From an optimization exercise on the open Yosys and OpenROAD flow, aimed at small area, a short achievable clock period and few clock cycles; shortcuts taken in it are not production practice.
In this exercise RTL edits were held to simulation tests only and were not proved equivalent to the original.
No activity file was given, so power comes from the tool's default toggle rates.

==> flow/design.v <==
module frame_rx (
    input  wire        clk,
    input  wire        rst,
    input  wire        cmd_valid,
    output wire        cmd_ready,
    input  wire [15:0] cmd_word,
    input  wire [7:0]  rx_avail,
    input  wire        rx_err,
    input  wire        rx_valid,
    input  wire [7:0]  rx_data,
    output wire        rx_ready,
    output reg         rsp_valid,
    output reg  [1:0]  rsp_status,
    output reg  [31:0] rsp_data,
    output reg         ev_valid,
    output reg         ev_hdr,
    output reg  [7:0]  ev_port,
    output reg  [7:0]  ev_data
);
    localparam [7:0] HM0 = 8'hA5, HM1 = 8'h5A;
    localparam [7:0] TM0 = 8'hC3, TM1 = 8'h3C;
    localparam [15:0] CRC_MAGIC = 16'hDBFA;    
    localparam [1:0] ST_OK = 2'd0, ST_IO_ERROR = 2'd1, ST_ILLEGAL = 2'd2;
    localparam [1:0] R_SYNC = 2'd0, R_HDR = 2'd1, R_BODY = 2'd2;
    function [15:0] crc_byte(input [15:0] c, input [7:0] d);
        integer k;
        reg [15:0] x;
        begin
            x = c ^ {8'h00, d};
            for (k = 0; k < 8; k = k + 1)
                x = x[0] ? ((x >> 1) ^ 16'hA001) : (x >> 1);
            crc_byte = x;
        end
    endfunction
    function [31:0] inc32(input [31:0] c, input ci);
        integer g, b;
        reg cy, run;
        begin
            run = ci;
            for (g = 0; g < 4; g = g + 1) begin
                cy = run;
                for (b = 0; b < 8; b = b + 1) begin
                    inc32[8*g+b] = c[8*g+b] ^ cy;
                    cy = c[8*g+b] & cy;
                end
                run = run & (&c[8*g +: 8]);
            end
        end
    endfunction
    function [31:0] add7(input [31:0] c, input [6:0] a);
        reg [7:0] lo;
        reg [31:0] up;
        begin
            lo = {1'b0, c[6:0]} + {1'b0, a};
            up = inc32({7'd0, c[31:7]}, lo[7]);
            add7 = {up[24:0], lo[6:0]};
        end
    endfunction
    reg        busy;           
    reg        rd_act;         
    reg [6:0]  rd_left;
    reg        clr_pend, reg_pend;
    reg [7:0]  reg_arg;
    reg [6:0]  free_r;         
    reg        rx_vq;
    reg [7:0]  rx_q;
    reg [7:0]  mem [0:63];
    reg [6:0]  wr;             
    reg [6:0]  cur;            
    reg [6:0]  head;           
    reg        behind;         
    reg        cb_ok;          
    reg [7:0]  cb;
    reg [1:0]  rs;
    reg        hold, hold_a5;  
    reg [2:0]  pos;            
    reg        sz_bad;
    reg [5:0]  h_size;
    reg [7:0]  h_port;
    reg [15:0] h_crc;
    reg [15:0] crc;
    reg [5:0]  rem;            
    reg        h5;             
    reg        t0_r, last_r;   
    reg        t0_ok, crc_ok;
    reg        tr_a5;          
    reg        m_found;        
    reg [6:0]  m_pos;
    reg        port_ok;
    reg        q_valid;
    reg [5:0]  q_ptr, q_size;
    reg [7:0]  q_port;
    reg [5:0]  d_ptr, d_left;
    reg        d_busy;         
    reg        i_msgs, i_crc, i_size, i_trl, i_norx;
    reg [6:0]  a_drop;
    reg [31:0] ctr_rcv_msgs, ctr_rcv_bytes, ctr_dropped, ctr_crc_err;
    reg [31:0] ctr_size_err, ctr_trailer_err, ctr_no_receiver;
    reg [255:0] port_reg;
    wire [7:0] arg = cmd_word[15:8];
    wire is_process  = (cmd_word == 16'h0001);
    wire is_register = (cmd_word[7:0] == 8'h02);
    wire is_read     = (cmd_word[7:0] == 8'h03) && (arg < 8'd7);
    wire is_clear    = (cmd_word == 16'h0004);
    wire [6:0] take  = ({1'b0, rx_avail} < {1'b0, free_r}) ? rx_avail[6:0] : free_r;
    assign cmd_ready = !busy;
    assign rx_ready  = rd_act;
    reg [31:0] ctr_sel;
    always @(*) begin
        case (arg[2:0])
            3'd0: ctr_sel = ctr_rcv_msgs;
            3'd1: ctr_sel = ctr_rcv_bytes;
            3'd2: ctr_sel = ctr_dropped;
            3'd3: ctr_sel = ctr_crc_err;
            3'd4: ctr_sel = ctr_size_err;
            3'd5: ctr_sel = ctr_trailer_err;
            default: ctr_sel = ctr_no_receiver;
        endcase
    end
    wire [7:0] bin  = behind ? cb : rx_q;
    wire       have = behind ? cb_ok : rx_vq;
    wire b_a5 = (bin == HM0);
    wire b_5a = (bin == HM1);
    wire b_c3 = (bin == TM0);
    wire b_3c = (bin == TM1);
    wire f_last   = last_r;
    wire hdr_end  = h5;
    wire stall    = f_last && q_valid && d_busy;
    wire step     = have && !stall;
    wire tr_ok    = t0_ok && b_3c;
    wire ok_frame = f_last && tr_ok && crc_ok;
    wire fail     = (hdr_end && sz_bad) || (f_last && !(tr_ok && crc_ok));
    wire pair_now = tr_a5 && b_5a;
    wire found    = m_found || pair_now;
    wire [6:0] k  = m_found ? m_pos : (cur - 7'd1);
    wire push     = step && ok_frame && port_ok;
    wire jump     = step && fail && m_found;      
    wire disp_idle = !d_busy && !q_valid;
    wire hdr_now  = push && disp_idle;            
    wire hdr_go   = q_valid && !d_busy;           
    wire [15:0] crc_d   = crc_byte(crc, ((rs == R_HDR) && pos[2]) ? 8'h00 : bin);
    wire [15:0] crc_trl = crc_byte(crc_byte(crc, TM0), TM1);
    wire [6:0] c_next = cur + {6'd0, step};
    wire [6:0] w_next = wr + {6'd0, rx_vq};
    wire [6:0] c_ra   = cur + {6'd0, behind && cb_ok};
    wire [5:0] raddr  = d_busy ? d_ptr : c_ra[5:0];
    wire [7:0] rdata  = mem[raddr];
    wire behind_next  = jump || (c_next != w_next);
    wire [5:0] dl_next = d_busy ? d_left - 6'd1 :
                         hdr_go ? q_size :
                         hdr_now ? h_size : 6'd0;
    wire q_next   = (push && !disp_idle) || (q_valid && d_busy);
    wire fin = busy && !rd_act && !behind_next && !q_next && (dl_next == 6'd0);
    always @(posedge clk) begin
        if (rx_vq)
            mem[wr[5:0]] <= rx_q;
    end
    always @(posedge clk) begin
        rx_q <= rx_data;
        port_ok <= port_reg[h_port];
        reg_arg <= arg;
        if (!(behind && cb_ok && !step)) begin
            if (c_ra == wr)
                cb <= rx_q;
            else
                cb <= rdata;
        end
    end
    always @(posedge clk) begin
        if (rst) begin
            busy <= 1'b0;
            free_r <= 7'd64;
            rd_act <= 1'b0;
            rd_left <= 7'd0;
            clr_pend <= 1'b0;
            reg_pend <= 1'b0;
            rx_vq <= 1'b0;
            wr <= 7'd0;
            cur <= 7'd0;
            head <= 7'd0;
            behind <= 1'b0;
            cb_ok <= 1'b0;
            rs <= R_SYNC;
            hold <= 1'b0;
            h5 <= 1'b0;
            t0_r <= 1'b0;
            last_r <= 1'b0;
            q_valid <= 1'b0;
            d_left <= 6'd0;
            d_busy <= 1'b0;
            i_msgs <= 1'b0;
            i_crc <= 1'b0;
            i_size <= 1'b0;
            i_trl <= 1'b0;
            i_norx <= 1'b0;
            a_drop <= 7'd0;
            ctr_rcv_msgs <= 32'd0;
            ctr_rcv_bytes <= 32'd0;
            ctr_dropped <= 32'd0;
            ctr_crc_err <= 32'd0;
            ctr_size_err <= 32'd0;
            ctr_trailer_err <= 32'd0;
            ctr_no_receiver <= 32'd0;
            port_reg <= 256'd0;
            rsp_valid <= 1'b0;
            rsp_status <= 2'd0;
            rsp_data <= 32'd0;
            ev_valid <= 1'b0;
            ev_hdr <= 1'b0;
            ev_port <= 8'd0;
            ev_data <= 8'd0;
        end else begin
            rsp_valid <= 1'b0;
            ev_valid <= 1'b0;
            ev_hdr <= 1'b0;
            clr_pend <= 1'b0;
            reg_pend <= 1'b0;
            free_r <= 7'd64 - (wr - head);
            if (reg_pend)
                port_reg[reg_arg] <= 1'b1;
            i_msgs <= 1'b0;
            i_crc <= 1'b0;
            i_size <= 1'b0;
            i_trl <= 1'b0;
            i_norx <= 1'b0;
            a_drop <= 7'd0;
            if (clr_pend) begin
                ctr_rcv_msgs <= 32'd0;
                ctr_rcv_bytes <= 32'd0;
                ctr_dropped <= 32'd0;
                ctr_crc_err <= 32'd0;
                ctr_size_err <= 32'd0;
                ctr_trailer_err <= 32'd0;
                ctr_no_receiver <= 32'd0;
            end else begin
                ctr_rcv_msgs <= inc32(ctr_rcv_msgs, i_msgs);
                ctr_rcv_bytes <= add7(ctr_rcv_bytes, i_msgs ? {1'b0, h_size} + 7'd8 : 7'd0);
                ctr_dropped <= add7(ctr_dropped, a_drop);
                ctr_crc_err <= inc32(ctr_crc_err, i_crc);
                ctr_size_err <= inc32(ctr_size_err, i_size);
                ctr_trailer_err <= inc32(ctr_trailer_err, i_trl);
                ctr_no_receiver <= inc32(ctr_no_receiver, i_norx);
            end
            if (!busy) begin
                if (cmd_valid) begin
                    rsp_data <= 32'd0;
                    rsp_status <= ST_OK;
                    if (is_process) begin
                        if (rx_err) begin
                            rsp_status <= ST_IO_ERROR;
                            rsp_valid <= 1'b1;
                        end else begin
                            busy <= 1'b1;
                            rd_left <= take;
                            rd_act <= (take != 7'd0);
                        end
                    end else if (is_register) begin
                        reg_pend <= 1'b1;
                        rsp_valid <= 1'b1;
                    end else if (is_read) begin
                        rsp_data <= ctr_sel;
                        rsp_valid <= 1'b1;
                    end else if (is_clear) begin
                        clr_pend <= 1'b1;
                        rsp_valid <= 1'b1;
                    end else begin
                        rsp_status <= ST_ILLEGAL;
                        rsp_valid <= 1'b1;
                    end
                end
            end else if (fin) begin
                busy <= 1'b0;
                rsp_valid <= 1'b1;
            end
            rx_vq <= rd_act && rx_valid;
            if (rd_act && rx_valid) begin
                rd_left <= rd_left - 7'd1;
                if (rd_left == 7'd1)
                    rd_act <= 1'b0;
            end
            wr <= w_next;
            behind <= behind_next;
            cb_ok <= behind_next && !jump && (behind && cb_ok && !step || !d_busy);
            d_left <= dl_next;
            d_busy <= (dl_next != 6'd0);
            q_valid <= q_next;
            if (d_busy) begin
                ev_valid <= 1'b1;
                ev_data <= rdata;
                d_ptr <= d_ptr + 6'd1;
            end else if (hdr_go) begin
                ev_valid <= 1'b1;
                ev_hdr <= 1'b1;
                ev_port <= q_port;
                ev_data <= {2'b00, q_size};
                d_ptr <= q_ptr;
            end else if (hdr_now) begin
                ev_valid <= 1'b1;
                ev_hdr <= 1'b1;
                ev_port <= h_port;
                ev_data <= {2'b00, h_size};
                d_ptr <= head[5:0] + 6'd6;
            end
            if (push && !disp_idle) begin
                q_ptr <= head[5:0] + 6'd6;
                q_size <= h_size;
                q_port <= h_port;
            end
            cur <= c_next;
            if (step) begin
                if (rs == R_SYNC) begin
                    if (hold && hold_a5 && b_5a) begin
                        rs <= R_HDR;
                        hold <= 1'b0;
                        pos <= 3'd2;
                        crc <= CRC_MAGIC;
                        tr_a5 <= 1'b0;
                        m_found <= 1'b0;
                    end else begin
                        if (hold)
                            a_drop <= 7'd1;
                        hold <= 1'b1;
                        hold_a5 <= b_a5;
                        head <= cur;
                    end
                end else begin
                    pos <= pos + 3'd1;
                    h5 <= (rs == R_HDR) && (pos == 3'd4);
                    crc <= crc_d;
                    tr_a5 <= b_a5;
                    if (!m_found && pair_now) begin
                        m_found <= 1'b1;
                        m_pos <= cur - 7'd1;
                    end
                    if (rs == R_HDR) begin
                        case (pos[1:0])
                            2'd2: begin
                                sz_bad <= (bin > 8'd56);
                                h_size <= bin[5:0];
                            end
                            2'd3: h_port <= bin;
                            2'd0: h_crc[7:0] <= bin;
                            default: h_crc[15:8] <= bin;
                        endcase
                        if (hdr_end && !sz_bad) begin
                            rs <= R_BODY;
                            rem <= h_size + 6'd2;
                            t0_r <= (h_size == 6'd0);
                        end
                    end else begin
                        rem <= rem - 6'd1;
                        t0_r <= (rem == 6'd3);
                        last_r <= (rem == 6'd2);
                        if (t0_r) begin
                            t0_ok <= b_c3;
                            crc_ok <= (crc_trl == h_crc);
                        end
                    end
                    if (fail || ok_frame) begin
                        h5 <= 1'b0;
                        t0_r <= 1'b0;
                        last_r <= 1'b0;
                    end
                    if (fail) begin
                        i_size <= hdr_end;
                        i_trl <= f_last && !tr_ok;
                        i_crc <= f_last && tr_ok;
                        if (found) begin
                            a_drop <= k - head;
                            head <= k;
                            cur <= k + 7'd2;
                            rs <= R_HDR;
                            pos <= 3'd2;
                            crc <= CRC_MAGIC;
                            tr_a5 <= 1'b0;
                            m_found <= 1'b0;
                        end else begin
                            a_drop <= cur - head;
                            head <= cur;
                            hold <= 1'b1;
                            hold_a5 <= b_a5;
                            rs <= R_SYNC;
                        end
                    end else if (ok_frame) begin
                        i_msgs <= 1'b1;
                        i_norx <= !port_ok;
                        head <= cur + 7'd1;
                        rs <= R_SYNC;
                        hold <= 1'b0;
                    end
                end
            end
        end
    end
endmodule
==> flow/flow/run.sh <==
#!/bin/bash
set -euo pipefail
bash standard.sh SETUP_SLACK_MARGIN=6.7 finish > std_flow.log 2>&1
==> flow/standard.sh <==
#!/bin/bash
# synth_recipe.tcl (not shown) runs the flow's synth.tcl, then flattens the netlist and writes it again
# the make line also repeats each setting of config.mk as NAME=value (left out here)
make -C /OpenROAD-flow-scripts/flow DESIGN_CONFIG=/design/flow/config.mk WORK_HOME=/design/flow/orfs CLKGATE_MAP_FILE= SYNTH_SCRIPT=/design/flow/synth_recipe.tcl "${@:-finish}"
==> flow/config.mk <==
export PLATFORM = sky130hd
export DESIGN_NAME = frame_rx
export DESIGN_NICKNAME = frame_rx
export VERILOG_FILES = /design/flow/design.v
export SDC_FILE = /design/flow/constraint.sdc
export NUM_CORES = 4
export LEC_CHECK = 0
export CAP_MARGIN = 20
export CORE_MARGIN = 2
export CORE_UTILIZATION = 55
export CTS_CLUSTER_DIAMETER = 120
export CTS_CLUSTER_SIZE = 24
export PLACE_DENSITY = 0.7
export SETUP_SLACK_MARGIN = 5
export SLEW_MARGIN = 20
export TNS_END_PERCENT = 100
==> flow/constraint.sdc <==
create_clock -name core_clock -period 10.0 [get_ports {clk}]
set_input_delay 2.0000 -clock core_clock [delete_from_list [all_inputs] [get_ports {clk}]]
set_output_delay 2.0000 -clock core_clock [all_outputs]
set_load 0.01 [all_outputs]
==> results of run 1 <==
==> per-layer routing <==
metal  routed length, um  track usage, %  share of wire, %  up-vias
li1                    -               -                 -    15940
met1               57100            38.0                42    17250
met2               65300            44.2                48     1447
met3                9920            3.35               7.2      238
met4                4910            9.79               3.6        0
met5                   0               0                 0        -
==> worst paths after layout <==
kind | start | endpoint | slack, ns | depth (start not counted)
worst min-delay path | rsp_data[17]$_SDFFE_PP0P_ | rsp_data[17]$_SDFFE_PP0P_ | 0.47 | 2
worst max-delay path | h_size[1]$_DFFE_PP_ | ctr_rcv_bytes[30]$_SDFF_PP0_ | 6.60 | 18
worst min register to register | rsp_data[17]$_SDFFE_PP0P_ | rsp_data[17]$_SDFFE_PP0P_ | 0.47 | 2
worst max register to register | h_size[1]$_DFFE_PP_ | ctr_rcv_bytes[30]$_SDFF_PP0_ | 6.60 | 18
==> area by class of cell <==
class                           count  area (um^2)
Tap cell                         1276         1600
Fill cell                        7351        36500
Timing Repair Buffer              285         2980
Antenna cell                        1         2.50
Multi-Input combinational cell   2761        22400
Inverter                           65          259
Clock inverter                      2         32.5
Clock buffer                       87         1560
Sequential cell                  1232        30900
==> logic make-up (layout without fill, tap and decap cells) <==
| kind of cell | Yosys count | in the layout |
|---|---|---|
| buffers and inverters | 333 | 439 |
| xor gates and xnor gates | 168 | 168 |
| and+or+nand+nor | 1293 | 1299 |
| other | 0 | 1 |
| adders and majority gates | 251 | 251 |
| DFF | 1232 | 1232 |
| muxes | 331 | 331 |
| AOI/OAI and AO/OA | 712 | 712 |
==> stage by stage <==
step	hold WS (ns)	area [um^2]	worst slack (ns)	utilization (%)
2_1_floorplan	0.408	53400	6.23	-
3_3_place_gp	0.442	55100	4.43	57.3
3_5_place_dp	0.450	55100	4.31	57.3
4_1_cts	0.467	58800	6.63	61.1
5_1_grt	0.490	59800	6.51	62.1
6_report	0.466	59800	6.60	62.1
==> where the power goes <==
| group | total [uW] | switching, uW | leakage (uW) | internal [uW] |
|---|---|---|---|---|
| Combinational | 953 | 554 | 0.0104 | 399 |
| Sequential | 5330 | 30.0 | 0.0105 | 5300 |
| Clock | 2660 | 1580 | 0.000763 | 1080 |
==> repair_timing <==
action,CTS,global route
setup buffers,92,35
gates resized for setup,481,143
hold buffers,0,0
hold endpoints to repair,0,0
pin swaps,52,58
gates cloned,20,4
setup endpoints to repair,363,115
==> worst reg2reg max path: cells and delay by family, from the launching register on <==
family / cells / cell delay (ns)
adder cells (fa/ha/maj): 8 / 1.32
AO/OA/AOI/OAI: 5 / 0.84
flip-flops: 1 / 0.52
AND/OR/NAND/NOR: 3 / 0.40
XOR/XNOR: 1 / 0.12
buffers and inverters: 1 / 0.06
==> placed cells by master (no fill, tap or decap), types with 62 or more instances in the layout <==
| cell type | netlist | final |
|---|---|---|
| nand2_1 | 204 | 192 |
| dfxtp_1 | 618 | 550 |
| and2_1 | 212 | 203 |
| nand3_1 | 69 | 64 |
| nor2_1 | 574 | 556 |
| edfxtp_1 | 614 | 614 |
| mux4_2 | 209 | 209 |
| buf_4 | 7 | 130 |
| a21oi_1 | 404 | 392 |
| mux2i_1 | 80 | 65 |
| xnor2_1 | 116 | 111 |
| clkbuf_16 | 0 | 62 |
| ha_1 | 246 | 211 |
==> results.tsv, run 1 <==
metric	value	unit
worst skew pair latency	0.71	ns
Max Cap Viol	0	
post-route clock period utilization	34.0	%
total track usage	27.2	%
Tmin final	3.40	ns
vias	34875	
Slew @ Worst Pin	1.14	ns
worst ir drop on vdd	0.165	mV
Vias/cell	6.11	
setup TNS	0	ns
EDFF count, synth	614	
die height	315	um
clock skew	0.0404	ns
status	timing/DRC/antenna clean	
die area	99200	um^2
num rows	114	
# IOs	92	
Synth top area share	34.7	%
Cell Area, Synth	53200	um^2
Seq cells post-synth	1232	
most frequent CP cell	ha_4	
Antenna Nets Post-Route	0	
count of final setup violators	0	
Post-layout nets	4689	
Max Fclk	294	MHz
max reg flops	512	
Detail Placement HPWL	81800	um
top post-synthesis cells by area	edfxtp_1 35%, dfxtp_1 23%, mux4_2 8.9%	
Area Growth Syn to Fin	12.5	%
Worst-path clk slew	0.10	ns
layout cells sized above 1	19.6	%
clock sinks	1232	
XOR/XNOR Fraction of Synth Area	2.79	%
Remaining Overflow, GRT	0	
Setup CP Type	reg -> reg	
TritonCTS buffer count	57	
Die Width	315	um
Worst EP arrival	3.96	ns
Initial Utilization	55.2	%
largest net degree at the start of global routing	182	
Worst path top cell family by delay	adder cells	
Pwr per Cell Area	150	nW/um^2
Min-Delay Path Class	reg -> reg	
Routed WL per cell	24.0	um
post-synthesis mux area share	11.2	%
Netlist cell types	81	
Worst Path Max Fanout	4	
largest stage delay on the critical path	0.52	ns
Commonest cells post-synth	618 x dfxtp_1, 614 x edfxtp_1, 574 x nor2_1	
worst path bufs/invs	1	
register area share after synthesis	57.9	%
critical path, cell by cell	nand2_2 -> inv_2 -> ha_4 -> a21o_1 -> a21oi_2 -> o21bai_1 -> a21oi_2 -> o21ai_4 -> and3_4 -> ha_4 -> ha_4 -> ha_4 -> ha_4 -> ha_4 -> ha_4 -> ha_4 -> xnor2_2 -> nor2_1	
largest buffer count on any clock path	3	
instance count of the mapped netlist	4320	
Post-Place Cells	5467	
Synthesized Nets	4607	
Adder-Cell Fraction of Synth Area	5.96	%
most common cell in the netlist	dfxtp_1	
ys flop type	dfxtp_1	
DRC errors left	0	
largest area contributor in the netlist	edfxtp_1	
Critical Path Slowest Stage Cell	edfxtp_1	
pins over their slew limit	0	
Final Hold Fails	0	
Synth async-reset ratio	0	%
Rel. slew slack	24.1	%
CP Launch Type	flip-flop	
Compound-Gate Fraction of Synth Area	8.03	%
Leakage	0.0217	uW
Total Power	8950	uW
Non-Filler Instances	5709	
Post-Synth Simple-Gate Area	11.4	%
Synth Area per Inst	12.3	um^2
initial antenna violation count	0	
area of the core	96300	um^2
first-pass GRT wire length	206000	um
WL final	137000	um
CTS H-Tree Depth	2	
crit end category	flip-flop	
number of global-route vias before repair	33560	
root buffer cell	clkbuf_16	
RSZ-0062 raised after global routing	yes	
drt first pass iters	5	
CTS tree	yes	
Worst EP required	10.56	ns
YS warnings	1	
DRT iter0 DRCs	3509	
largest family of logic cells by synthesized area	simple AND/OR/NAND/NOR gates	
Placer Congestion	0.868	
port bufs	91	
Testbench counts, summed over its fixed seeds: cycles 46,664.
==> inputs of run 2 (changes only) <==
--- a/flow/design.v
+++ b/flow/design.v
@@ -38,11 +38,11 @@
         begin
             run = ci;
-            for (g = 0; g < 4; g = g + 1) begin
+            for (g = 0; g < 8; g = g + 1) begin
                 cy = run;
-                for (b = 0; b < 8; b = b + 1) begin
-                    inc32[8*g+b] = c[8*g+b] ^ cy;
-                    cy = c[8*g+b] & cy;
+                for (b = 0; b < 4; b = b + 1) begin
+                    inc32[4*g+b] = c[4*g+b] ^ cy;
+                    cy = c[4*g+b] & cy;
                 end
-                run = run & (&c[8*g +: 8]);
+                run = run & (&c[4*g +: 4]);
             end
         end
@@ -72,4 +72,5 @@
     reg        cb_ok;          
     reg [7:0]  cb;
+    reg [6:0]  ra_c;           
     reg [1:0]  rs;
     reg        hold, hold_a5;  
@@ -94,5 +95,5 @@
     reg        d_busy;         
     reg        i_msgs, i_crc, i_size, i_trl, i_norx;
-    reg [6:0]  a_drop;
+    reg [6:0]  a_drop, a_bytes;
     reg [31:0] ctr_rcv_msgs, ctr_rcv_bytes, ctr_dropped, ctr_crc_err;
     reg [31:0] ctr_size_err, ctr_trailer_err, ctr_no_receiver;
@@ -143,8 +144,9 @@
     wire [6:0] c_next = cur + {6'd0, step};
     wire [6:0] w_next = wr + {6'd0, rx_vq};
-    wire [6:0] c_ra   = cur + {6'd0, behind && cb_ok};
-    wire [5:0] raddr  = d_busy ? d_ptr : c_ra[5:0];
+    wire [5:0] raddr  = d_busy ? d_ptr : ra_c[5:0];
     wire [7:0] rdata  = mem[raddr];
     wire behind_next  = jump || (c_next != w_next);
+    wire cb_ok_next   = behind_next && !jump && (behind && cb_ok && !step || !d_busy);
+    wire [6:0] cur_n  = (step && fail && found) ? k + 7'd2 : c_next;
     wire [5:0] dl_next = d_busy ? d_left - 6'd1 :
                          hdr_go ? q_size :
@@ -161,5 +163,5 @@
         reg_arg <= arg;
         if (!(behind && cb_ok && !step)) begin
-            if (c_ra == wr)
+            if (ra_c == wr)
                 cb <= rx_q;
             else
@@ -181,4 +183,5 @@
             behind <= 1'b0;
             cb_ok <= 1'b0;
+            ra_c <= 7'd0;
             rs <= R_SYNC;
             hold <= 1'b0;
@@ -195,4 +198,5 @@
             i_norx <= 1'b0;
             a_drop <= 7'd0;
+            a_bytes <= 7'd0;
             ctr_rcv_msgs <= 32'd0;
             ctr_rcv_bytes <= 32'd0;
@@ -225,4 +229,5 @@
             i_norx <= 1'b0;
             a_drop <= 7'd0;
+            a_bytes <= 7'd0;
             if (clr_pend) begin
                 ctr_rcv_msgs <= 32'd0;
@@ -235,5 +240,5 @@
             end else begin
                 ctr_rcv_msgs <= inc32(ctr_rcv_msgs, i_msgs);
-                ctr_rcv_bytes <= add7(ctr_rcv_bytes, i_msgs ? {1'b0, h_size} + 7'd8 : 7'd0);
+                ctr_rcv_bytes <= add7(ctr_rcv_bytes, a_bytes);
                 ctr_dropped <= add7(ctr_dropped, a_drop);
                 ctr_crc_err <= inc32(ctr_crc_err, i_crc);
@@ -281,5 +286,6 @@
             wr <= w_next;
             behind <= behind_next;
-            cb_ok <= behind_next && !jump && (behind && cb_ok && !step || !d_busy);
+            cb_ok <= cb_ok_next;
+            ra_c <= cur_n + {6'd0, behind_next && cb_ok_next};
             d_left <= dl_next;
             d_busy <= (dl_next != 6'd0);
@@ -384,4 +390,5 @@
                     end else if (ok_frame) begin
                         i_msgs <= 1'b1;
+                        a_bytes <= {1'b0, h_size} + 7'd8;
                         i_norx <= !port_ok;
                         head <= cur + 7'd1;
==> results.tsv, run 2 <==
metric	value	unit
status	timing/DRC/antenna clean	
WHS	0.471	ns
Seq cells post-synth	1246	
Commonest cells post-synth	632 x dfxtp_1, 614 x edfxtp_1, 573 x nor2_1	
first-pass GRT wire length	215000	um
Critical Path Slowest Stage Cell	or4_4	
# IOs	92	
RSZ-0062 raised after global routing	yes	
layout cells sized above 1	14.0	%
clock group share of total power	29.6	%
Post-layout nets	4918	
critical path, cell by cell	buf_2 -> buf_12 -> nor2_2 -> nand2_2 -> or4_4 -> or3_4 -> or3_4 -> o22ai_2	
Non-Filler Instances	5964	
Net Sw Frac	24.5	%
busiest grt layer	met2	
Routed WL per cell	23.8	um
CTS tree	yes	
Setup CP Type	in -> reg	
Leakage	0.0214	uW
Synth async-reset ratio	0	%
Antenna Nets Post-Route	0	
ant diodes	0	
total track usage	27.9	%
Rel. slew slack	26.4	%
port bufs	91	
EDFF count, synth	614	
worst ir drop on vdd	0.178	mV
Area Growth Syn to Fin	9.65	%
Worst Path Max Fanout	4	
most common cell in the netlist	dfxtp_1	
met2 usage	47.4	%
Max Cap Viol	0	
Min-Delay Path Class	reg -> reg	
met3 Use GR	3.75	%
Slew @ Worst Pin	1.10	ns
register area share after synthesis	57.7	%
pins over their slew limit	0	
max reg flops	512	
largest net degree at the start of global routing	128	
clock sinks	1246	
Remaining Overflow, GRT	0	
instance count of the mapped netlist	4636	
largest buffer count on any clock path	3	
Gate power share	10.5	%
Tmin final	3.31	ns
largest stage delay on the critical path	0.54	ns
Worst EP arrival	3.95	ns
Total Power	9000	uW
worst skew pair latency	0.71	ns
die height	317	um
Final Hold Fails	0	
most frequent cells in the layout	614 x edfxtp_1, 564 x dfxtp_1, 557 x nor2_1	
CTS H-Tree Depth	2	
Pwr per Cell Area	152	nW/um^2
drt first pass iters	6	
vias	36902	
Worst EP required	10.63	ns
internal power	6800	uW
RR Startpoint	d_busy$_SDFF_PP0_	
CP Launch Type	input port	
DRC errors left	0	
clock skew	0.0282	ns
hold wc startpoint	port_reg[130]$_SDFFE_PP0P_	
WL final	142000	um
largest area contributor in the netlist	edfxtp_1	
Psw	2210	uW
setup TNS	0	ns
Synth Area per Inst	11.6	um^2
crit end category	flip-flop	
TritonCTS buffer count	57	
leading cell type in the layout, fill and taps excluded	edfxtp_1	
Max Fclk	302	MHz
Synthesized Nets	4897	
top post-synthesis cells by area	edfxtp_1 34%, dfxtp_1 23%, mux4_2 5.4%	
Synth top area share	34.2	%
Netlist cell types	84	
Placer Congestion	0.888	
number of global-route vias before repair	35593	
Cell Area, Synth	53900	um^2
DRT iter0 DRCs	4047	
area of the core	97000	um^2
most frequent CP cell	or3_4	
Post-Place Cells	5776	
initial antenna violation count	3	
fin util	61.0	%
met1 Use GR	36.9	%
post-route clock period utilization	33.1	%
YS warnings	1	
die area	101000	um^2
root buffer cell	clkbuf_16	
num rows	114	
count of final setup violators	0	
sequential fraction of design power	60.0	%
Detail Placement HPWL	90000	um
Vias/cell	6.19	
Initial Utilization	55.6	%
crit path launch	cmd_word[8]	
Die Width	317	um
Worst-path clk slew	0.10	ns
ys flop type	dfxtp_1	
## run 2: changes by cell type after synthesis, sizes merged, moves of 27 or more
cell,before,now
a22oi,26,71
nand4,52,87
a32oi,2,30
a22o,8,35
nand3,69,125
and2,215,182
mux4,209,129
nand2,204,328
## run 2: stage by stage
step	worst slack [ns]	area [um^2]
final	6.69	59100
after global routing	6.63	59100
after CTS	6.61	58600
after detailed placement	4.30	55900
after global placement	4.40	55900
after floorplan	6.18	54200
## run 2: cell type report
class / instances / area, um^2
Clock inverter: 3 / 41.3
Timing Repair Buffer: 246 / 2320
Tap cell: 1276 / 1600
Fill cell: 7710 / 37900
Sequential cell: 1246 / 31300
Clock buffer: 87 / 1550
Inverter: 79 / 314
Multi-Input combinational cell: 3027 / 22000
## run 2: power groups by stage
stage	logic, uW	registers, uW	clock network (uW)
3_5_place_dp	813	5530	0
4_1_cts	907	5400	2700
2_1_floorplan	564	5510	0
3_3_place_gp	805	5530	0
6_report	941	5400	2660
5_1_grt	993	5400	2860
## run 2: worst paths after layout
| path | slack [ns] | to | cells after the start |
|---|---|---|---|
| worst max-delay path | 6.69 | rd_left[3]$_SDFFE_PP0P_ | 8 |
| worst min-delay path | 0.47 | port_reg[130]$_SDFFE_PP0P_ | 2 |
| worst max register to register | 6.75 | cb[2]$_DFFE_PN_ | 8 |
| worst min register to register | 0.47 | port_reg[130]$_SDFFE_PP0P_ | 2 |
## run 2: routing by layer
metal  routed length [um]  share of wire, %
met4                 5060               3.6
met5                    8            0.0056
met2                68900                49
met3                 9960               7.0
met1                57900                41
## run 2: kinds of logic after synthesis
family	count (synthesis)	share of synthesized area [%]
simple gates	1532	13.4
flops	1246	57.7
compound gates	824	9.79
buf+inv	364	2.84
mux	255	7.94
fa+ha+maj	225	5.27
xor+xnor	190	3.16
## run 2: worst max-delay path: cells and delay by family
kind / cells / cell delay, ns
compound gates: 1 / 0.12
buf+inv: 2 / 0.30
simple gates: 5 / 1.52
## run 2: timing repair
action | in CTS | in global routing
endpoints found under the setup margin | 508 | 426
hold buffers | 0 | 0
pin swaps | 31 | 32
gates cloned | 9 | 1
setup buffers | 62 | 25
gates resized for setup | 416 | 65
Testbench counts of run 2, summed over its fixed seeds: cycles 46,664.
==> inputs of run 3 (changes only) <==
==> flow/flow/run.sh (replaced) <==
#!/bin/bash
set -euo pipefail
bash standard.sh SETUP_SLACK_MARGIN=6.85 finish > std_flow.log 2>&1
==> results.tsv, run 3 <==
metric	value	unit
Max Fclk	310	MHz
Synth Area per Inst	11.6	um^2
Critical Path Slowest Stage Cell	or4_4	
first-pass GRT wire length	215000	um
Worst path top cell family by delay	simple AND/OR/NAND/NOR gates	
largest net degree at the start of global routing	146	
DRC errors left	0	
root buffer cell	clkbuf_16	
most frequent CP cell	or3_4	
Antenna Nets Post-Route	0	
Rel. slew slack	17.5	%
ys flop type	dfxtp_1	
critical path, cell by cell	buf_6 -> buf_16 -> nor2_4 -> nand2_2 -> or4_4 -> or3_4 -> or3_4 -> o22ai_1	
most common cell in the netlist	dfxtp_1	
max reg flops	512	
count of final setup violators	0	
Die Width	317	um
RSZ-0062 raised after global routing	yes	
die height	317	um
layout cells sized above 1	15.4	%
Net Sw Frac	24.6	%
Pwr per Cell Area	151	nW/um^2
setup TNS	0	ns
fin util	62.1	%
Synth async-reset ratio	0	%
internal power	6860	uW
Synthesized Nets	4897	
Worst EP arrival	3.83	ns
initial antenna violation count	2	
largest buffer count on any clock path	3	
Seq cells post-synth	1246	
Remaining Overflow, GRT	0	
die area	101000	um^2
Worst-path clk slew	0.10	ns
Vias/cell	6.22	
Placer Congestion	0.884	
Cell Area, Synth	53900	um^2
Routed WL per cell	24.0	um
Detail Placement HPWL	87900	um
TritonCTS buffer count	58	
Design Area, Final	60300	um^2
Tmin final	3.22	ns
Min-Delay Path Class	reg -> reg	
CP Launch Type	input port	
most frequent cells in the layout	614 x edfxtp_1, 561 x dfxtp_1, 556 x nor2_1	
DP Area	55900	um^2
hold buffer count at CTS	0	
clock group share of total power	29.6	%
post-route clock period utilization	32.2	%
worst skew pair latency	0.69	ns
WL final	144000	um
top post-synthesis cells by area	edfxtp_1 34%, dfxtp_1 23%, mux4_2 5.4%	
largest stage delay on the critical path	0.49	ns
clock skew	0.0355	ns
Gate power share	11.0	%
DRT iter0 DRCs	4153	
total track usage	27.8	%
status	timing/DRC/antenna clean	
Slew @ Worst Pin	1.24	ns
leading cell type in the layout, fill and taps excluded	edfxtp_1	
Worst Path Max Fanout	4	
worst ir drop on vdd	0.171	mV
CTS tree	yes	
sequential fraction of design power	59.4	%
Leakage	0.0218	uW
register area share after synthesis	57.7	%
Setup CP Type	in -> reg	
pins over their slew limit	0	
Netlist cell types	84	
Max Cap Viol	0	
worst path bufs/invs	2	
Synth top area share	34.2	%
clock sinks	1246	
Area Growth Syn to Fin	11.7	%
YS warnings	1	
Commonest cells post-synth	632 x dfxtp_1, 614 x edfxtp_1, 573 x nor2_1	
port bufs	91	
num rows	114	
crit end category	flip-flop	
EDFF count, synth	614	
Final Hold Fails	0	
vias	37234	
largest area contributor in the netlist	edfxtp_1	
# IOs	92	
Worst EP required	10.60	ns
Post-layout nets	4937	
number of global-route vias before repair	35298	
area of the core	97000	um^2
instance count of the mapped netlist	4636	
Initial Utilization	55.6	%
CTS H-Tree Depth	2	
drt first pass iters	6	
Psw	2230	uW
[run 3: cell counts after synthesis]
Identical to the previous run, type by type.
[run 3: final timing paths]
kind,start,end,slack [ns],depth (start not counted)
max,cmd_word[9],rd_left[3]$_SDFFE_PP0P_,6.78,8
min,port_reg[246]$_SDFFE_PP0P_,port_reg[246]$_SDFFE_PP0P_,0.47,2
max reg2reg,rx_q[3]$_DFF_P_,a_drop[6]$_SDFF_PP0_,6.81,14
min reg2reg,port_reg[246]$_SDFFE_PP0P_,port_reg[246]$_SDFFE_PP0P_,0.47,2
[run 3: final cells by class]
type	instances	area, um^2
fill	7625	36700
sequential	1246	31300
multi-input combinational	3029	22400
timing repair buffer	261	2990
tap	1276	1600
clock buffer	88	1590
inverter	79	337
clock inverter	4	41.3
timing repair inverter	1	8.76
antenna	2	5.00
[run 3: tightest hold or removal path, stage by stage, from the launching register on]
cell	delay (ns)
dfxtp_1	0.33
a21oi_1	0.04
nor2_1	0.07
[run 3: per-stage QoR]
stage | hold WS [ns] | power, uW | setup slack [ns] | std cells
floorplan | 0.393 | 6080 | 6.18 | 4636
global placement | 0.440 | 6340 | 4.45 | 5772
finish | 0.467 | 9100 | 6.78 | 5986
detailed placement | 0.445 | 6340 | 4.39 | 5773
CTS | 0.465 | 9070 | 6.72 | 5944
global route | 0.489 | 9350 | 6.55 | 5985
[run 3: power by group through the flow]
stage          Combinational [uW]  Sequential (uW)  Clock, uW
4_1_cts                       940             5410       2720
3_5_place_dp                  808             5540          0
5_1_grt                      1060             5410       2890
2_1_floorplan                 567             5510          0
6_report                     1000             5410       2690
3_3_place_gp                  800             5540          0
[run 3: metal layers]
layer	GRT usage (%)	share of wire [%]
met5	0	0.0084
met4	11.0	4.4
met3	3.47	7.2
met2	46.3	48
met1	37.3	41
[run 3: logic make-up after synthesis]
kind of cell	synth area share, %
buffers and inverters	2.84
and+or+nand+nor	13.4
adders and majority gates	5.27
DFF	57.7
muxes	7.94
xor gates and xnor gates	3.16
AOI/OAI and AO/OA	9.79
[run 3: what timing repair did]
item | in CTS | in global routing
endpoints found under the hold margin | 0 | 0
gates cloned | 15 | 5
gates resized for setup | 550 | 108
buffers inserted | 64 | 35
pin swaps | 30 | 46
endpoints found under the setup margin | 682 | 558
==> inputs of run 4 (changes only) <==
--- a/flow/design.v
+++ b/flow/design.v
@@ -57,9 +57,10 @@
         end
     endfunction
+    integer pi;
     reg        busy;           
     reg        rd_act;         
     reg [6:0]  rd_left;
-    reg        clr_pend, reg_pend;
-    reg [7:0]  reg_arg;
+    reg        clr_pend;
+    reg [15:0] reg_hi, reg_lo;  
     reg [6:0]  free_r;         
     reg        rx_vq;
@@ -161,5 +162,5 @@
         rx_q <= rx_data;
         port_ok <= port_reg[h_port];
-        reg_arg <= arg;
+        reg_lo <= 16'd1 << arg[3:0];
         if (!(behind && cb_ok && !step)) begin
             if (ra_c == wr)
@@ -176,5 +177,5 @@
             rd_left <= 7'd0;
             clr_pend <= 1'b0;
-            reg_pend <= 1'b0;
+            reg_hi <= 16'd0;
             rx_vq <= 1'b0;
             wr <= 7'd0;
@@ -219,8 +220,9 @@
             ev_hdr <= 1'b0;
             clr_pend <= 1'b0;
-            reg_pend <= 1'b0;
+            reg_hi <= 16'd0;
             free_r <= 7'd64 - (wr - head);
-            if (reg_pend)
-                port_reg[reg_arg] <= 1'b1;
+            for (pi = 0; pi < 256; pi = pi + 1)
+                if (reg_hi[pi / 16] && reg_lo[pi % 16])
+                    port_reg[pi] <= 1'b1;
             i_msgs <= 1'b0;
             i_crc <= 1'b0;
@@ -248,4 +250,5 @@
             end
             if (!busy) begin
+                rd_left <= take;       
                 if (cmd_valid) begin
                     rsp_data <= 32'd0;
@@ -257,9 +260,8 @@
                         end else begin
                             busy <= 1'b1;
-                            rd_left <= take;
                             rd_act <= (take != 7'd0);
                         end
                     end else if (is_register) begin
-                        reg_pend <= 1'b1;
+                        reg_hi <= 16'd1 << arg[7:4];
                         rsp_valid <= 1'b1;
                     end else if (is_read) begin
==> flow/flow/run.sh (replaced) <==
#!/bin/bash
set -euo pipefail
bash standard.sh SETUP_SLACK_MARGIN=6.7 finish > std_flow.log 2>&1
==> results.tsv, run 4 <==
metric	value	unit
count of final setup violators	0	
DRT iter0 DRCs	3307	
reg2reg end	busy$_SDFF_PP0_	
Netlist cell types	77	
Initial Utilization	55.5	%
Area Growth Syn to Fin	10.0	%
Final Hold Fails	0	
Cell Area, Synth	53600	um^2
Routed WL per cell	23.7	um
RR Startpoint	d_busy$_SDFF_PP0_	
WL final	133000	um
reg2reg path depth	17	
root buffer cell	clkbuf_16	
Placer Congestion	0.879	
port bufs	91	
Setup CP Type	reg -> reg	
largest buffer count on any clock path	3	
critical path, cell by cell	buf_12 -> and3_4 -> or2_4 -> clkinv_4 -> ha_4 -> ha_4 -> nand3_4 -> xor2_4 -> xor2_2 -> nor4_2 -> nand4_1 -> buf_4 -> buf_4 -> buf_4 -> a21oi_2 -> nand2_2 -> o41a_1	
Antenna Nets Post-Route	0	
layout cells sized above 1	16.0	%
TritonCTS buffer count	58	
largest net degree at the start of global routing	173	
Leakage	0.0215	uW
Worst EP arrival	4.06	ns
Synthesized Nets	4562	
crit end category	flip-flop	
status	timing/DRC/antenna clean	
Rel. slew slack	28.0	%
pins over their slew limit	0	
Hold Crit Depth	2	
clock sinks	1269	
hold buffer count at CTS	0	
Post-layout nets	4569	
max reg flops	512	
ys flop type	dfxtp_1	
setup TNS	0	ns
worst skew pair latency	0.70	ns
number of global-route vias before repair	33017	
CP Launch Type	flip-flop	
largest stage delay on the critical path	0.39	ns
RSZ-0062 raised after global routing	yes	
largest area contributor in the netlist	edfxtp_1	
Tmin final	3.50	ns
CTS H-Tree Depth	2	
Max Cap Viol	0	
post-route clock period utilization	35.0	%
Pwr per Cell Area	165	nW/um^2
Seq cells post-synth	1269	
Synth async-reset ratio	0	%
CTS tree	yes	
Worst Path Max Fanout	3	
instance count of the mapped netlist	4305	
die height	316	um
ant diodes	0	
Detail Placement HPWL	83400	um
EDFF count, synth	614	
top post-synthesis cells by area	edfxtp_1 34%, dfxtp_1 24%, mux4_2 8.8%	
first-pass GRT wire length	200000	um
most common cell in the netlist	dfxtp_1	
Total Power	9720	uW
vias	33982	
register area share after synthesis	58.9	%
drt first pass iters	6	
Worst EP required	10.57	ns
Synth Area per Inst	12.4	um^2
DRC errors left	0	
die area	99900	um^2
initial antenna violation count	6	
area of the core	96600	um^2
num rows	114	
clock skew	0.0536	ns
Vias/cell	6.05	
YS warnings	1	
leading cell type in the layout, fill and taps excluded	edfxtp_1	
hold endpoint	rsp_data[18]$_SDFFE_PP0P_	
Max Fclk	286	MHz
hold wc startpoint	rsp_data[18]$_SDFFE_PP0P_	
Slew @ Worst Pin	1.08	ns
most frequent CP cell	buf_4	
Critical Path Slowest Stage Cell	o41a_1	
Remaining Overflow, GRT	0	
total track usage	26.2	%
worst ir drop on vdd	0.176	mV
Min-Delay Path Class	reg -> reg	
most frequent cells in the layout	614 x edfxtp_1, 593 x dfxtp_1, 577 x nor2_1	
Worst-path clk slew	0.10	ns
R2R setup slack	6.50	ns
Synth top area share	34.4	%
Die Width	316	um
# IOs	92	
Commonest cells post-synth	655 x dfxtp_1, 614 x edfxtp_1, 587 x nor2_1	
==> run 4: changes by cell type in the layout (fill, tap and decap cells not counted), moves of 32 or more <==
cell     change
a22oi_1     -42
buf_2       +35
buf_4       -44
buf_6       -55
dfxtp_1     +32
mux2i_1     +44
mux4_2      +81
nand2_1    -184
nand3_1     -74
nand4_1     -36
==> run 4: worst max path at each step <==
stage,slack [ns],from,endpoint
floorplan,6.25,cmd_word[5],busy$_SDFF_PP0_
global placement,5.13,cmd_word[12],rsp_data[4]$_SDFFE_PP0P_
detailed placement,5.03,cmd_word[12],rsp_data[16]$_SDFFE_PP0P_
CTS,6.52,d_busy$_SDFF_PP0_,ra_c[6]$_SDFF_PP0_
global route,6.34,d_busy$_SDFF_PP0_,ra_c[3]$_SDFF_PP0_
finish,6.50,d_busy$_SDFF_PP0_,busy$_SDFF_PP0_
==> run 4: through the flow <==
| step | instance area (um^2) | setup slack, ns | hold WS, ns | std cells | util, % |
|---|---|---|---|---|---|
| 3_3_place_gp | 55800 | 5.13 | 0.442 | 5448 | 57.8 |
| 5_1_grt | 59000 | 6.34 | 0.483 | 5620 | 61.0 |
| 6_report | 59000 | 6.50 | 0.460 | 5620 | 61.0 |
| 4_1_cts | 58500 | 6.52 | 0.461 | 5600 | 60.6 |
| 3_5_place_dp | 55800 | 5.03 | 0.448 | 5448 | 57.8 |
| 2_1_floorplan | 54100 | 6.25 | 0.406 | 4305 | - |
==> run 4: kinds of logic after synthesis <==
group / after synthesis / synth area share [%]
XOR/XNOR: 189 / 3.12
adder cells (fa/ha/maj): 220 / 5.19
AND/OR/NAND/NOR: 1206 / 10.6
buffers and inverters: 356 / 2.60
multiplexers: 370 / 11.9
flip-flops: 1269 / 58.9
AO/OA/AOI/OAI: 695 / 7.73
==> run 4: layout make-up <==
class                      count  area, um^2
clock inverter                 3        40.0
timing repair inverter         1        7.51
inverter                      89         377
fill                        7516       37600
multi-input combinational   2682       21400
clock buffer                  89        1570
tap                         1276        1600
sequential                  1269       31700
timing repair buffer         211        2230
==> run 4: what timing repair did <==
| item | 4_1_cts | 5_1_grt |
|---|---|---|
| buffers inserted | 47 | 15 |
| pin swaps | 29 | 32 |
| setup endpoints to repair | 475 | 305 |
| endpoints found under the hold margin | 0 | 0 |
| cloned | 13 | 5 |
| gates resized for setup | 388 | 66 |
==> run 4: worst max-delay path, delay by kind of cell (launching register included) <==
kind / cells / cell delay, ns
buffers and inverters: 5 / 0.62
xor gates and xnor gates: 2 / 0.38
adders and majority gates: 2 / 0.33
and+or+nand+nor: 6 / 1.11
DFF: 1 / 0.36
AOI/OAI and AO/OA: 2 / 0.56
==> run 4: metal layers <==
layer  vias up  share of wire, %  track usage [%]
met5         -             0.028                0
met3       266               6.4             3.03
met4         8               3.9             9.18
met2      1151                49             44.7
li1      15682                 -                -
met1     16875                41             34.8
==> run 4: where the power goes <==
| group | internal [uW] | leakage (uW) | switching (uW) |
|---|---|---|---|
| combinational | 680 | 0.00993 | 801 |
| sequential | 5480 | 0.0108 | 68.0 |
| clock | 1090 | 0.000776 | 1600 |
Testbench counts of run 4, summed over its fixed seeds: cycles 46,664.
==> inputs of run 5 (changes only) <==
--- a/flow/design.v
+++ b/flow/design.v
@@ -76,5 +76,5 @@
     reg [1:0]  rs;
     reg        hold, hold_a5;  
-    reg [2:0]  pos;            
+    reg [5:0]  off;            
     reg        sz_bad;
     reg [5:0]  h_size;
@@ -89,4 +89,5 @@
     reg        m_found;        
     reg [6:0]  m_pos;
+    reg [5:0]  m_off;          
     reg        port_ok;
     reg        q_valid;
@@ -141,5 +142,5 @@
     wire hdr_now  = push && disp_idle;            
     wire hdr_go   = q_valid && !d_busy;           
-    wire [15:0] crc_d   = crc_byte(crc, ((rs == R_HDR) && pos[2]) ? 8'h00 : bin);
+    wire [15:0] crc_d   = crc_byte(crc, ((rs == R_HDR) && off[2]) ? 8'h00 : bin);
     wire [15:0] crc_trl = crc_byte(crc_byte(crc, TM0), TM1);
     wire [6:0] c_next = cur + {6'd0, step};
@@ -321,5 +322,5 @@
                         rs <= R_HDR;
                         hold <= 1'b0;
-                        pos <= 3'd2;
+                        off <= 6'd2;
                         crc <= CRC_MAGIC;
                         tr_a5 <= 1'b0;
@@ -333,6 +334,6 @@
                     end
                 end else begin
-                    pos <= pos + 3'd1;
-                    h5 <= (rs == R_HDR) && (pos == 3'd4);
+                    off <= off + 6'd1;
+                    h5 <= (rs == R_HDR) && (off == 6'd4);
                     crc <= crc_d;
                     tr_a5 <= b_a5;
@@ -340,7 +341,8 @@
                         m_found <= 1'b1;
                         m_pos <= cur - 7'd1;
+                        m_off <= off - 6'd1;
                     end
                     if (rs == R_HDR) begin
-                        case (pos[1:0])
+                        case (off[1:0])
                             2'd2: begin
                                 sz_bad <= (bin > 8'd56);
@@ -375,14 +377,14 @@
                         i_crc <= f_last && tr_ok;
                         if (found) begin
-                            a_drop <= k - head;
+                            a_drop <= {1'b0, m_found ? m_off : off - 6'd1};
                             head <= k;
                             cur <= k + 7'd2;
                             rs <= R_HDR;
-                            pos <= 3'd2;
+                            off <= 6'd2;
                             crc <= CRC_MAGIC;
                             tr_a5 <= 1'b0;
                             m_found <= 1'b0;
                         end else begin
-                            a_drop <= cur - head;
+                            a_drop <= {1'b0, off};
                             head <= cur;
                             hold <= 1'b1;
==> results.tsv, run 5 <==
metric	value	unit
largest area contributor in the netlist	edfxtp_1	
Synthesized Nets	4604	
count of final setup violators	0	
Rel. slew slack	21.4	%
hold endpoint	rsp_data[20]$_SDFFE_PP0P_	
Setup CP Type	reg -> reg	
Min-Delay Path Class	reg -> reg	
Critical Path Slowest Stage Cell	dfxtp_4	
number of global-route vias before repair	32980	
Seq. cell area	31900	um^2
Pwr per Cell Area	156	nW/um^2
Filler cells	7545	
worst ir drop on vdd	0.190	mV
WHS	0.465	ns
most common cell in the netlist	dfxtp_1	
most frequent cells in the layout	628 x nor2_1, 623 x edfxtp_1, 596 x dfxtp_1	
EDFF count, synth	623	
root buffer cell	clkbuf_16	
register area share after synthesis	59.1	%
Final Hold Fails	0	
Die Width	317	um
worst path bufs/invs	2	
RSZ-0062 raised after global routing	yes	
setup TNS	0	ns
largest buffer count on any clock path	3	
CTS tree	yes	
reg2reg path depth	19	
pre-CTS WS	4.85	ns
R2R setup slack	6.49	ns
layout cells sized above 1	15.1	%
TritonCTS buffer count	59	
clock sinks	1277	
total track usage	27.0	%
reg2reg end	ra_c[6]$_SDFF_PP0_	
clock skew	0.0307	ns
DRC errors left	0	
area of the multi-input gates	21300	um^2
critical path, cell by cell	buf_12 -> and3_4 -> or2_4 -> clkinv_4 -> ha_4 -> ha_4 -> nand3_4 -> xor2_4 -> xnor2_2 -> nand4_1 -> nor4_4 -> a221oi_2 -> ha_2 -> ha_4 -> and3_4 -> nand3_4 -> a221oi_4 -> xnor2_1 -> nor2_1	
hold wc startpoint	rsp_data[20]$_SDFFE_PP0P_	
Synth async-reset ratio	0	%
post-route clock period utilization	35.1	%
Area Growth Syn to Fin	9.38	%
initial antenna violation count	1	
worst setup margin	6.49	ns
Tmin final	3.51	ns
num rows	114	
max reg flops	512	
drt first pass iters	6	
Worst-path clk slew	0.10	ns
# IOs	92	
YS warnings	1	
crit path launch	d_busy$_SDFF_PP0_	
instance count of the mapped netlist	4355	
Worst EP required	10.55	ns
Max Cap Viol	0	
largest net degree at the start of global routing	130	
Routed WL per cell	24.4	um
status	timing/DRC/antenna clean	
Antenna Nets Post-Route	0	
crit end category	flip-flop	
RR Startpoint	d_busy$_SDFF_PP0_	
Hold Crit Depth	2	
Synth top area share	34.8	%
worst skew pair latency	0.71	ns
area of the core	96900	um^2
die height	317	um
Netlist cell types	80	
Remaining Overflow, GRT	0	
Worst EP arrival	4.06	ns
top post-synthesis cells by area	edfxtp_1 35%, dfxtp_1 24%, mux4_2 8.8%	
Commonest cells post-synth	654 x dfxtp_1, 639 x nor2_1, 623 x edfxtp_1	
Initial Utilization	55.5	%
most frequent CP cell	ha_4	
die area	100000	um^2
port bufs	91	
leading cell type in the layout, fill and taps excluded	nor2_1	
Design Area, Final	58800	um^2
Seq cells post-synth	1277	
largest stage delay on the critical path	0.37	ns
WL final	138000	um
CTS H-Tree Depth	2	
Placer Congestion	0.888	
Post-layout nets	4600	
Vias/cell	6.14	
Worst Path Max Fanout	4	
Worst path top cell family by delay	simple AND/OR/NAND/NOR gates	
first-pass GRT wire length	206000	um
DP Area	55800	um^2
pins over their slew limit	0	
Synth Area per Inst	12.3	um^2
Max Fclk	285	MHz
ys flop type	dfxtp_1	
Detail Placement HPWL	87600	um
Cell Area, Synth	53800	um^2
DRT iter0 DRCs	3999	
Leakage	0.0210	uW
Slew @ Worst Pin	1.18	ns
vias	34754	
CP Launch Type	flip-flop	
## run 5: cell count changes after synthesis, sizes merged, moves of 10 or more
| cell | before | now |
|---|---|---|
| a211oi | 38 | 20 |
| a22oi | 29 | 110 |
| mux2 | 44 | 33 |
| mux2i | 116 | 59 |
| nand2 | 141 | 154 |
| nand4 | 51 | 67 |
| nor2 | 588 | 639 |
| o22ai | 53 | 21 |
| or3 | 3 | 15 |
| xnor2 | 132 | 142 |
## run 5: metrics by stage
step           cells  utilization, %  total power (uW)
2_1_floorplan   4355               -              6200
3_3_place_gp    5491            57.6              6450
3_5_place_dp    5492            57.6              6460
4_1_cts         5632            60.1              9180
5_1_grt         5660            60.7              9460
6_report        5661            60.7              9190
## run 5: what timing repair did
action,4_1_cts,5_1_grt
hold buffers,0,0
gates resized for setup,384,79
pin swaps,29,30
endpoints found under the setup margin,409,206
setup buffers,40,17
gates cloned,7,10
## run 5: power by group
part / switching [uW] / internal (uW) / total (uW)
Combinational: 519 / 382 / 902
Sequential: 46.3 / 5490 / 5540
Clock: 1630 / 1110 / 2750
## run 5: layout make-up
type,instances,area share (%)
Multi-Input combinational cell,2732,36.3
Clock buffer,89,2.70
Tap cell,1276,2.71
Clock inverter,4,0.123
Sequential cell,1277,54.3
Timing Repair Buffer,196,3.30
Antenna cell,2,0.00851
Inverter,85,0.587
## run 5: worst max path at each step
stage | to | slack [ns] | depth (start not counted)
finish | ra_c[6]$_SDFF_PP0_ | 6.49 | 19
global route | ra_c[6]$_SDFF_PP0_ | 6.30 | 15
CTS | ra_c[6]$_SDFF_PP0_ | 6.55 | 19
detailed placement | rsp_data[10]$_SDFFE_PP0P_ | 4.85 | 9
global placement | rsp_data[28]$_SDFFE_PP0P_ | 4.94 | 9
floorplan | rsp_data[26]$_SDFFE_PP0P_ | 6.47 | 9
## run 5: worst register-to-register path, cell delays in order, from the launching register on
cell,delay (ns)
dfxtp_4,0.37
buf_12,0.12
and3_4,0.16
or2_4,0.27
clkinv_4,0.06
ha_4,0.14
ha_4,0.19
nand3_4,0.10
xor2_4,0.20
xnor2_2,0.16
nand4_1,0.14
nor4_4,0.06
a221oi_2,0.22
ha_2,0.26
ha_4,0.15
and3_4,0.19
nand3_4,0.09
a221oi_4,0.30
xnor2_1,0.14
nor2_1,0.05
## run 5: routing by layer
metal / GRT usage (%) / vias to the layer above / part of all wire [%]
li1: - / 15865 / -
met1: 38.0 / 17258 / 42
met2: 44.2 / 1384 / 48
met3: 2.75 / 247 / 6.7
met4: 8.66 / 0 / 3.6
met5: 0 / - / 0
## run 5: logic make-up (layout without fill, tap and decap cells)
| group | Yosys count | after routing | synth area share [%] |
|---|---|---|---|
| and+or+nand+nor | 1282 | 1283 | 11.1 |
| other | 0 | 2 | 0 |
| buffers and inverters | 352 | 374 | 2.60 |
| AOI/OAI and AO/OA | 740 | 741 | 8.43 |
| xor gates and xnor gates | 190 | 190 | 3.12 |
| muxes | 302 | 306 | 10.6 |
| adders and majority gates | 212 | 212 | 4.98 |
| DFF | 1277 | 1277 | 59.1 |
Testbench counts of run 5, summed over its fixed seeds: cycles 46,664.
==> inputs of run 6 (changes only) <==
==> flow/flow/run.sh (replaced) <==
#!/bin/bash
set -euo pipefail
bash standard.sh SETUP_SLACK_MARGIN=7.0 finish > std_flow.log 2>&1
==> results.tsv, run 6 <==
metric	value	unit
drt first pass iters	6	
critical path, cell by cell	buf_12 -> and3_4 -> or2_4 -> clkinv_4 -> ha_4 -> ha_4 -> nand3_4 -> xor2_4 -> xnor2_2 -> nand4_1 -> nor4_4 -> a221oi_2 -> ha_2 -> ha_4 -> and3_4 -> nand3_4 -> a221oi_2 -> xnor2_1 -> nor2_1	
number of global-route vias before repair	33727	
Detail Placement HPWL	89400	um
Remaining Overflow, GRT	0	
Net Sw Frac	24.3	%
crit end category	flip-flop	
CTS tree	yes	
Seq cells post-synth	1277	
Vias/cell	6.23	
DRT iter0 DRCs	4212	
Critical Path Slowest Stage Cell	dfxtp_4	
worst ir drop on vdd	0.158	mV
vias	35853	
setup TNS	0	ns
Worst path top cell family by delay	simple AND/OR/NAND/NOR gates	
Leakage	0.0218	uW
busiest grt layer	met2	
TritonCTS buffer count	59	
# IOs	92	
largest buffer count on any clock path	3	
most frequent CP cell	ha_4	
total track usage	28.4	%
Pwr per Cell Area	154	nW/um^2
met2 usage	46.1	%
WL final	146000	um
Slew @ Worst Pin	1.14	ns
Max Fclk	287	MHz
Synth async-reset ratio	0	%
most frequent cells in the layout	623 x edfxtp_1, 616 x nor2_1, 583 x dfxtp_1	
Netlist cell types	80	
Routed WL per cell	25.3	um
num rows	114	
die area	100000	um^2
hold buffer count at CTS	0	
WHS	0.469	ns
most common cell in the netlist	dfxtp_1	
met1 Use GR	39.7	%
Filler cells	7282	
Setup CP Type	reg -> reg	
YS warnings	1	
status	timing/DRC/antenna clean	
largest net degree at the start of global routing	112	
worst path bufs/invs	2	
sequential fraction of design power	58.9	%
root buffer cell	clkbuf_16	
Worst EP arrival	4.08	ns
Final Hold Fails	0	
Antenna Nets Post-Route	0	
clock sinks	1277	
initial antenna violation count	5	
first-pass GRT wire length	213000	um
Non-Filler Instances	5755	
clock group share of total power	29.4	%
Tmin final	3.49	ns
CP Launch Type	flip-flop	
Die Width	317	um
area of the core	96900	um^2
RSZ-0062 raised after global routing	yes	
ant diodes	0	
Worst EP required	10.59	ns
fin util	63.1	%
die height	317	um
post-route clock period utilization	34.9	%
EDFF count, synth	623	
clock skew	0.0398	ns
Synthesized Nets	4604	
Psw	2290	uW
Area Growth Syn to Fin	13.6	%
worst setup margin	6.51	ns
Worst Path Max Fanout	4	
Cell Area, Synth	53800	um^2
Placer Congestion	0.907	
Post-Place Cells	5496	
CTS H-Tree Depth	2	
internal power	7130	uW
Initial Utilization	55.5	%
register area share after synthesis	59.1	%
port bufs	91	
instance count of the mapped netlist	4355	
Rel. slew slack	23.7	%
largest area contributor in the netlist	edfxtp_1	
Worst-path clk slew	0.10	ns
Commonest cells post-synth	654 x dfxtp_1, 639 x nor2_1, 623 x edfxtp_1	
Min-Delay Path Class	reg -> reg	
count of final setup violators	0	
largest stage delay on the critical path	0.36	ns
DRC errors left	0	
layout cells sized above 1	19.8	%
Synth Area per Inst	12.3	um^2
met3 Use GR	3.98	%
ys flop type	dfxtp_1	
Post-layout nets	4693	
top post-synthesis cells by area	edfxtp_1 35%, dfxtp_1 24%, mux4_2 8.8%	
pins over their slew limit	0	
pre-CTS WS	5.42	ns
max reg flops	512	
Synth top area share	34.8	%
worst skew pair latency	0.72	ns
Max Cap Viol	0	
Gate power share	11.8	%
leading cell type in the layout, fill and taps excluded	edfxtp_1	
-- run 6: cell counts after synthesis --
No cell type changed its count.
-- run 6: cells by family after synthesis --
kind of cell | count (synthesis) | share of synthesized area, %
mux | 302 | 10.6
simple gates | 1282 | 11.1
xor+xnor | 190 | 3.12
compound gates | 740 | 8.43
buf+inv | 352 | 2.60
flops | 1277 | 59.1
fa+ha+maj | 212 | 4.98
-- run 6: metal layers --
layer	share of wire [%]	vias to the layer above	wire (um)
met5	0.025	-	37
met3	8.5	338	12400
met4	4.1	6	5970
met1	40	17727	58500
met2	47	1681	68900
li1	-	16101	-
-- run 6: worst register-to-register path: cells and delay by family, from the launching register on --
kind	cells	cell delay [ns]
xor gates and xnor gates	3	0.50
DFF	1	0.36
adders and majority gates	4	0.79
buffers and inverters	2	0.19
and+or+nand+nor	8	1.01
AOI/OAI and AO/OA	2	0.50
-- run 6: worst paths after layout --
check	end	from	depth (start not counted)	slack, ns
worst max register to register	ra_c[6]$_SDFF_PP0_	d_busy$_SDFF_PP0_	19	6.51
worst min register to register	port_reg[70]$_SDFFE_PP0P_	port_reg[70]$_SDFFE_PP0P_	2	0.47
worst max-delay path	ra_c[6]$_SDFF_PP0_	d_busy$_SDFF_PP0_	19	6.51
worst min-delay path	port_reg[70]$_SDFFE_PP0P_	port_reg[70]$_SDFFE_PP0P_	2	0.47
-- run 6: final cells by class --
type	count	area, um^2	share of cell area [%]
clock buffer	92	1600	2.62
clock inverter	4	68.8	0.113
sequential	1277	32000	52.4
multi-input combinational	2733	21900	35.9
inverter	85	344	0.563
tap	1276	1600	2.61
timing repair inverter	1	5.00	0.00819
timing repair buffer	287	3540	5.80
-- run 6: what timing repair did --
| action | CTS | global route |
|---|---|---|
| gates cloned | 18 | 13 |
| pin swaps | 65 | 83 |
| buffers inserted | 76 | 56 |
| hold endpoints to repair | 0 | 0 |
| resized for setup | 624 | 128 |
| endpoints found under the setup margin | 535 | 292 |
-- run 6: metrics by stage --
step	power (uW)	area, um^2
detailed placement	6470	55900
global route	9670	61100
floorplan	6210	54300
CTS	9310	59800
finish	9420	61100
global placement	6460	55900
-- run 6: power groups by stage --
| stage | registers, uW | logic (uW) | clock network (uW) |
|---|---|---|---|
| floorplan | 5650 | 558 | 0 |
| global placement | 5670 | 796 | 0 |
| detailed placement | 5670 | 804 | 0 |
| CTS | 5540 | 968 | 2800 |
| global route | 5550 | 1160 | 2970 |
| finish | 5540 | 1110 | 2770 |
==> inputs of run 7 (changes only) <==
==> flow/flow/run.sh (replaced) <==
#!/bin/bash
set -euo pipefail
bash standard.sh SETUP_SLACK_MARGIN=6.85 finish > std_flow.log 2>&1
==> results.tsv, run 7 <==
metric	value	unit
largest net degree at the start of global routing	137	
CTS tree	yes	
register area share after synthesis	59.1	%
num rows	114	
Net Sw Frac	24.6	%
worst path bufs/invs	3	
TritonCTS buffer count	59	
YS warnings	1	
top post-synthesis cells by area	edfxtp_1 35%, dfxtp_1 24%, mux4_2 8.8%	
Initial Utilization	55.5	%
clock sinks	1277	
most frequent cells in the layout	623 x edfxtp_1, 620 x nor2_1, 584 x dfxtp_1	
post-route clock period utilization	34.7	%
instance count of the mapped netlist	4355	
ant diodes	0	
Routed WL per cell	25.3	um
# IOs	92	
Critical Path Slowest Stage Cell	dfxtp_4	
Synthesized Nets	4604	
area of the core	96900	um^2
critical path, cell by cell	clkinv_4 -> buf_12 -> buf_6	
Synth Area per Inst	12.3	um^2
Rel. slew slack	18.8	%
Detail Placement HPWL	86800	um
Netlist cell types	80	
WHS	0.467	ns
root buffer cell	clkbuf_16	
Min-Delay Path Class	reg -> reg	
die height	317	um
Gate power share	11.0	%
drt first pass iters	6	
internal power	7060	uW
Commonest cells post-synth	654 x dfxtp_1, 639 x nor2_1, 623 x edfxtp_1	
CTS H-Tree Depth	2	
setup TNS	0	ns
Worst EP arrival	1.47	ns
clock skew	0.0464	ns
crit end category	output pin	
largest area contributor in the netlist	edfxtp_1	
most common cell in the netlist	dfxtp_1	
Area Growth Syn to Fin	11.4	%
initial antenna violation count	2	
Antenna Nets Post-Route	0	
sequential fraction of design power	59.2	%
Final Hold Fails	0	
worst skew pair latency	0.74	ns
Total Power	9360	uW
first-pass GRT wire length	212000	um
Worst Path Max Fanout	2	
count of final setup violators	0	
largest stage delay on the critical path	0.42	ns
Setup CP Type	reg -> out	
Synth async-reset ratio	0	%
Die Width	317	um
Worst-path clk slew	0.10	ns
Worst path top cell family by delay	flip-flops	
max reg flops	512	
status	timing/DRC/antenna clean	
layout cells sized above 1	16.8	%
ys flop type	dfxtp_1	
EDFF count, synth	623	
Cell Area, Synth	53800	um^2
RSZ-0062 raised after global routing	yes	
largest buffer count on any clock path	3	
Post-layout nets	4622	
Psw	2310	uW
clock group share of total power	29.8	%
vias	35557	
Max Cap Viol	0	
Seq cells post-synth	1277	
Vias/cell	6.26	
die area	100000	um^2
Slew @ Worst Pin	1.22	ns
Seq. cell area	32000	um^2
Filler cells	7413	
worst ir drop on vdd	0.235	mV
number of global-route vias before repair	33519	
DRT iter0 DRCs	4461	
hold buffer count at CTS	0	
DRC errors left	0	
leading cell type in the layout, fill and taps excluded	edfxtp_1	
port bufs	91	
Pwr per Cell Area	156	nW/um^2
WL final	144000	um
Remaining Overflow, GRT	0	
CP Launch Type	flip-flop	
area of the multi-input gates	21600	um^2
Worst EP required	8.00	ns
Placer Congestion	0.856	
Max Fclk	288	MHz
Leakage	0.0213	uW
Synth top area share	34.8	%
Tmin final	3.47	ns
pins over their slew limit	0	
total track usage	28.1	%
## run 7: kinds of logic (layout without fill, tap and decap cells)
group	after synthesis	count (layout)	synth area share, %
simple gates	1282	1284	11.1
flops	1277	1277	59.1
compound gates	740	741	8.43
buf+inv	352	396	2.60
mux	302	306	10.6
fa+ha+maj	212	212	4.98
xor+xnor	190	190	3.12
## run 7: worst paths after layout
path / slack, ns / to / cells past startpoint / from
worst max-delay path: 6.53 / cmd_ready / 3 / busy$_SDFF_PP0_
worst min-delay path: 0.47 / port_reg[162]$_SDFFE_PP0P_ / 2 / port_reg[162]$_SDFFE_PP0P_
worst max register to register: 6.57 / ra_c[6]$_SDFF_PP0_ / 18 / rx_vq$_SDFF_PP0_
worst min register to register: 0.47 / port_reg[162]$_SDFFE_PP0P_ / 2 / port_reg[162]$_SDFFE_PP0P_
## run 7: power by group through the flow
stage | logic, uW | clock network, uW | registers (uW)
finish | 1030 | 2790 | 5550
global route | 1070 | 3000 | 5550
CTS | 979 | 2820 | 5550
detailed placement | 807 | 0 | 5670
global placement | 801 | 0 | 5670
floorplan | 557 | 0 | 5650
## run 7: repair_timing
action / CTS / global route
setup endpoints to repair: 507 / 372
setup buffers: 48 / 29
gates cloned: 17 / 5
pin swaps: 47 / 29
gates resized for setup: 552 / 75
## run 7: area by class of cell
type                            instances  share of cell area (%)
Clock buffer                           90                    2.66
Clock inverter                          4                   0.161
Inverter                               85                   0.564
Multi-Input combinational cell       2733                    36.1
Sequential cell                      1277                    53.3
Tap cell                             1276                    2.67
Timing Repair Buffer                  216                    4.47
Timing Repair inverter                  1                 0.00836
## run 7: routing by layer
metal	routed length, um	global-route usage, %	vias to the layer above
li1	-	-	15919
met1	59400	39.6	17757
met2	68500	45.6	1633
met3	11200	3.84	248
met4	4610	8.62	0
met5	0	0	-
## run 7: metrics by stage
stage          util (%)  area, um^2  setup slack [ns]  cells
4_1_cts            61.2       59200              6.50   5648
3_5_place_dp       57.7       55900              5.33   5489
3_3_place_gp       57.7       55900              5.39   5489
2_1_floorplan         -       54200              6.47   4355
6_report           61.8       59900              6.53   5682
5_1_grt            61.8       59900              6.39   5682
## run 7: tightest hold or removal path, cell delays in order, from the launching register on
cell and delay, ns:
dfxtp_1 0.33, a21oi_1 0.04, nor2_1 0.07

-- afterwards: timing with drivers on the ports --
In the flow no input, the clock included, has a driving cell. The finished layouts below were timed again as built, in two steps. Step 1: set_driving_cell puts a clkbuf_16 on clk and a buf_2 on each other input, an assumption about the parent block. Step 2 also shifts input and output timing later by t, the mid clock arrival at the registers, as if the neighbouring blocks saw the same clock. Three values: ideal, step 1, step 2; two values: the first two.
run | t (ns) | setup WS [ns]
run 1 | 0.760 | 6.599 / 6.599 / 5.996
run 2 | 0.768 | 6.686 / 6.664 / 5.966
run 3 | 0.740 | 6.777 / 6.721 / 6.063
run 4 | 0.746 | 6.504 / 6.504 / 5.967
run 5 | 0.762 | 6.490 / 6.490 / 5.905
run 6 | 0.776 | 6.515 / 6.483 / 5.963
run 7 | 0.791 | 6.531 / 6.457 / 6.112
After both steps every run listed still meets setup and hold.
